Context: an optimization exercise on an open-source flow, tuned for small area, a short achievable clock period and few clock cycles. The choices shown serve that exercise and are no tape-out recipe. RTL that was checked went through simulation tests only; none was proved equivalent to the original. Power is estimated from default activity; no workload was simulated.

==> module ung5_rx, before the edit <==
module ung5_rx (
    input  wire        clk,
    input  wire        rst,
    input  wire        start,
    input  wire [7:0]  start_addr,
    input  wire [15:0] start_total,
    input  wire        rx_valid,
    input  wire [7:0]  rx_data,
    input  wire        tick,
    input  wire [5:0]  buf_idx,
    output wire [7:0]  buf_data,
    output reg  [1:0]  rx_state,
    output reg  [2:0]  rx_reason,
    output reg  [6:0]  rx_len,
    output wire        rx_ready,
    output wire        start_ok,
    output reg  [31:0] head,        
    output wire [31:0] tail,        
    output reg         last_fa,     
    output reg  [15:0] crc,         
    input  wire        dec_we,
    input  wire [3:0]  dec_err,
    output reg  [3:0]  err_code
);
    localparam ST_IDLE = 2'd0, ST_ACTIVE = 2'd1, ST_DONE = 2'd2;
    localparam R_NONE = 3'd0, R_TOTAL = 3'd1, R_SILENCE = 3'd2,
               R_STOP = 3'd3, R_NOISE = 3'd4, R_OVERFLOW = 3'd5;
    function [15:0] crc_step;
        input [15:0] c_in;
        input [7:0]  b;
        integer i;
        reg [15:0] c;
        begin
            c = c_in ^ {8'h00, b};
            for (i = 0; i < 8; i = i + 1)
                c = c[0] ? ((c >> 1) ^ 16'h8408) : (c >> 1);
            crc_step = c;
        end
    endfunction
    reg [511:0] sh;            
    reg [5:0]   q;             
    reg [7:0]   rx_addr;
    reg [15:0]  t_left;        
    reg [5:0]   t_sil;         
    reg [15:0]  crc_lag;       
    reg         collapsed;     
    wire accept    = rx_valid && rx_ready;
    assign rx_ready = (rx_state == ST_ACTIVE);
    assign start_ok = start && !rx_ready &&
                      (start_total != 16'd0) && (start_total != 16'hFFFF);
    wire [23:0] lo_key, hi_key;
    wire [7:0]  lo_oh_a, lo_oh_b, hi_oh;
    ung5_rdkey u_rdkey (.q(q), .lo_key(lo_key), .hi_key(hi_key));
    ung5_rdlo  u_rdlo_a (.idx_lo(buf_idx[2:0]), .lo_key(lo_key), .lo_oh(lo_oh_a));
    ung5_rdlo  u_rdlo_b (.idx_lo(buf_idx[2:0]), .lo_key(lo_key), .lo_oh(lo_oh_b));
    ung5_rdhi  u_rdhi  (.idx(buf_idx), .q_lo(q[2:0]), .hi_key(hi_key), .hi_oh(hi_oh));
    ung5_rdmux u_rdmux (.sh(sh), .lo_oh_a(lo_oh_a), .lo_oh_b(lo_oh_b), .hi_oh(hi_oh),
                        .data(buf_data));
    assign tail = collapsed ? sh[72 +: 32] : sh[0 +: 32];
    wire run_found = (rx_data == 8'h81) && (rx_len[6:3] != 4'd0) &&
                     (sh[7:0]   == rx_addr) && (sh[15:8]  == 8'hFA) &&
                     (sh[23:16] == 8'h81)   && (sh[31:24] == rx_addr) &&
                     (sh[39:32] == 8'hFA)   && (sh[47:40] == 8'h81) &&
                     (sh[55:48] == rx_addr) && (sh[63:56] == 8'hFA);
    wire [5:0] t_sil_n = t_sil + ((t_sil == 6'd63) ? 6'd0 : 6'd1);
    always @(posedge clk) begin
        if (accept)
            sh <= {sh[503:0], rx_data};
        if (accept && rx_len[6:2] == 5'd0)
            case (rx_len[1:0])
            2'd0: head[7:0]   <= rx_data;
            2'd1: head[15:8]  <= rx_data;
            2'd2: head[23:16] <= rx_data;
            default: head[31:24] <= rx_data;
            endcase
    end
    always @(posedge clk) begin
        if (rst) begin
            err_code  <= 4'd0;
            rx_state  <= ST_IDLE;
            rx_reason <= R_NONE;
            collapsed <= 1'b0;
            rx_len    <= 7'd0;
            q         <= 6'd63;
        end else if (start) begin
            if (rx_state == ST_ACTIVE) begin
                err_code <= 4'd7;                      
            end else if (!start_ok) begin
                err_code <= 4'd10;                     
            end else begin
                err_code  <= 4'd0;
                rx_state  <= ST_ACTIVE;
                rx_reason <= R_NONE;
                collapsed <= 1'b0;
                rx_len    <= 7'd0;
                    q         <= 6'd63;
                rx_addr   <= start_addr;
                t_left    <= start_total;
            end
        end else if (accept) begin
            err_code <= 4'd0;
            q        <= q + 6'd1;
            rx_len   <= rx_len + 7'd1;
            t_sil    <= 6'd0;
            last_fa  <= (rx_data == 8'hFA);
            crc      <= (rx_len == 7'd0) ? 16'h0000 : crc_step(crc, sh[7:0]);
            crc_lag  <= (rx_len < 7'd9) ? 16'h0000 : crc_step(crc_lag, sh[71:64]);
            if (run_found) begin
                crc       <= crc_lag;            
                rx_len    <= (rx_len == 7'd8) ? 7'd3 : rx_len - 7'd8;
                rx_state  <= ST_DONE;
                rx_reason <= R_NOISE;
                collapsed <= 1'b1;
                last_fa   <= (sh[71:64] == 8'hFA);       
            end else if (rx_len == 7'd63) begin
                rx_state  <= ST_DONE;
                rx_reason <= R_OVERFLOW;
                err_code  <= 4'd8;                     
            end
        end else if (tick && rx_ready) begin
            err_code <= 4'd0;
            t_sil    <= t_sil_n;
            t_left   <= t_left - 16'd1;
            if (t_left == 16'd0) begin
                rx_state  <= ST_DONE;
                rx_reason <= R_TOTAL;
            end else if (rx_len[6:3] != 4'd0 && last_fa && t_sil_n >= 6'd10) begin
                rx_state  <= ST_DONE;
                rx_reason <= R_STOP;
            end else if (rx_len != 7'd0 && t_sil_n >= 6'd50) begin
                rx_state  <= ST_DONE;
                rx_reason <= R_SILENCE;
            end
        end else begin
            if (dec_we)
                err_code <= dec_err;
        end
    end
endmodule
==> module ung5_rdmux, before the edit <==
module ung5_rdmux (
    input  wire [511:0] sh,
    input  wire [7:0]   lo_oh_a,
    input  wire [7:0]   lo_oh_b,
    input  wire [7:0]   hi_oh,
    output reg  [7:0]   data
);
    reg [63:0] grp;            
    reg [7:0]  lo_oh;
    integer g, k;
    always @(*) begin
        for (g = 0; g < 8; g = g + 1) begin
            lo_oh = (g < 4) ? lo_oh_a : lo_oh_b;
            grp[8*g +: 8] = 8'h00;
            for (k = 0; k < 8; k = k + 1)
                grp[8*g +: 8] = grp[8*g +: 8] | ({8{lo_oh[k]}} & sh[64*g + 8*k +: 8]);
        end
        data = 8'h00;
        for (g = 0; g < 8; g = g + 1)
            data = data | ({8{hi_oh[g]}} & grp[8*g +: 8]);
    end
endmodule
Settings: LEC_CHECK=0, CAP_MARGIN=20, CORE_MARGIN=2, CORE_UTILIZATION=30, CTS_BUF_LIST=sky130_fd_sc_hd__clkbuf_4 sky130_fd_sc_hd__clkbuf_8, PLACE_DENSITY=0.5, SETUP_SLACK_MARGIN=2.5, SLEW_MARGIN=20, SYNTH_HIERARCHICAL=1; clock period 7.5 ns.
standard.sh (not shown) runs the stock make flow with config.mk's settings and CLKGATE_MAP_FILE= SYNTH_SCRIPT=/design/flow/synth_recipe.tcl, a recipe that flattens the netlist after the stock synthesis.
==> flow/flow/run.sh <==
#!/bin/bash
# The standard layout (the standard.sh: standard synthesis, floorplan,
# placement, CTS, routing), with every input and output port buffered by
# sky130_fd_sc_hd__buf_2 instead of the cell buffer_ports picks by itself,
# and clock tree synthesis without dummy loads.
# make's full output goes to flow_make.log here; ORFS keeps each step's log
# under orfs/logs/.
set -euo pipefail
export BUFFER_PORTS_ARGS="-buffer_cell sky130_fd_sc_hd__buf_2"
export CTS_ARGS="-sink_clustering_enable -repair_clock_nets -dont_use_dummy_load -buf_list {sky130_fd_sc_hd__clkbuf_4 sky130_fd_sc_hd__clkbuf_8}"
bash standard.sh > flow_make.log 2>&1
Next try:
--- a/flow/design.v
+++ b/flow/design.v
@@ -38,5 +38,5 @@
         end
     endfunction
-    reg [511:0] sh;            
+    reg [479:0] sh;            
     reg [5:0]   q;             
     reg [7:0]   rx_addr;
@@ -55,5 +55,6 @@
     ung5_rdlo  u_rdlo_b (.idx_lo(buf_idx[2:0]), .lo_key(lo_key), .lo_oh(lo_oh_b));
     ung5_rdhi  u_rdhi  (.idx(buf_idx), .q_lo(q[2:0]), .hi_key(hi_key), .hi_oh(hi_oh));
-    ung5_rdmux u_rdmux (.sh(sh), .lo_oh_a(lo_oh_a), .lo_oh_b(lo_oh_b), .hi_oh(hi_oh),
+    ung5_rdmux u_rdmux (.sh(sh), .head(head), .idx(buf_idx),
+                        .lo_oh_a(lo_oh_a), .lo_oh_b(lo_oh_b), .hi_oh(hi_oh),
                         .data(buf_data));
     assign tail = collapsed ? sh[72 +: 32] : sh[0 +: 32];
@@ -66,5 +67,5 @@
     always @(posedge clk) begin
         if (accept)
-            sh <= {sh[503:0], rx_data};
+            sh <= {sh[471:0], rx_data};
         if (accept && rx_len[6:2] == 5'd0)
             case (rx_len[1:0])
@@ -177,5 +178,7 @@
 endmodule
 module ung5_rdmux (
-    input  wire [511:0] sh,
+    input  wire [479:0] sh,
+    input  wire [31:0]  head,
+    input  wire [5:0]   idx,
     input  wire [7:0]   lo_oh_a,
     input  wire [7:0]   lo_oh_b,
@@ -183,9 +186,10 @@
     output reg  [7:0]   data
 );
+    wire hsel = (idx[5:2] == 4'd0);
     reg [63:0] grp;            
     reg [7:0]  lo_oh;
     integer g, k;
     always @(*) begin
-        for (g = 0; g < 8; g = g + 1) begin
+        for (g = 0; g < 7; g = g + 1) begin
             lo_oh = (g < 4) ? lo_oh_a : lo_oh_b;
             grp[8*g +: 8] = 8'h00;
@@ -193,7 +197,13 @@
                 grp[8*g +: 8] = grp[8*g +: 8] | ({8{lo_oh[k]}} & sh[64*g + 8*k +: 8]);
         end
+        grp[63:56] = 8'h00;
+        for (k = 0; k < 4; k = k + 1)
+            grp[63:56] = grp[63:56] |
+                         ({8{lo_oh_b[k] & !hsel}} & sh[448 + 8*k +: 8]) |
+                         ({8{hsel && idx[1:0] == k[1:0]}} & head[8*k +: 8]);
         data = 8'h00;
-        for (g = 0; g < 8; g = g + 1)
-            data = data | ({8{hi_oh[g]}} & grp[8*g +: 8]);
+        for (g = 0; g < 7; g = g + 1)
+            data = data | ({8{hi_oh[g] & !hsel}} & grp[8*g +: 8]);
+        data = data | ({8{hi_oh[7] | hsel}} & grp[63:56]);
     end
 endmodule
Critical path depth increases by 3.
Global-route usage rose by 0.97 points.
Total power falls by 6.0%.
Worst setup slack gets worse by 0.076 ns.
Die area decreases by 3.5%.
Testbench counts after the change, summed over its fixed seeds: cycles 27,745.
Only the layout flow was run in the first run of this note; the RTL was not checked for function there.

-- afterwards: timing with drivers on the ports --
The flow's constraints put no driver on any port. The routed layouts listed below were extracted and timed again, unchanged, in two steps. Step 1 assumes that a clkbuf_16 drives the clock port and a buf_2 every other input. Step 2 moves the port delays by t, midway between the first and last clock arrival at a register: inputs arrive t later, outputs are due t later. That takes back most of the time a late clock gives input paths. Slacks: no drivers / after step 1 / after step 2; pairs: no drivers / after step 1.
run | shift t [ns] | slack for setup (ns) | hold WS [ns]
the first run | 0.766 | 2.444 / 2.258 / 2.258 | 0.413 / 0.413 / 0.413
the second run | 0.753 | 2.368 / 2.163 / 2.163 | 0.371 / 0.371 / 0.371
After both steps every run listed still meets setup and hold. The setup slack of the second run, which loses most, moves by -0.205 ns with the drivers and by -0.205 ns with both steps.
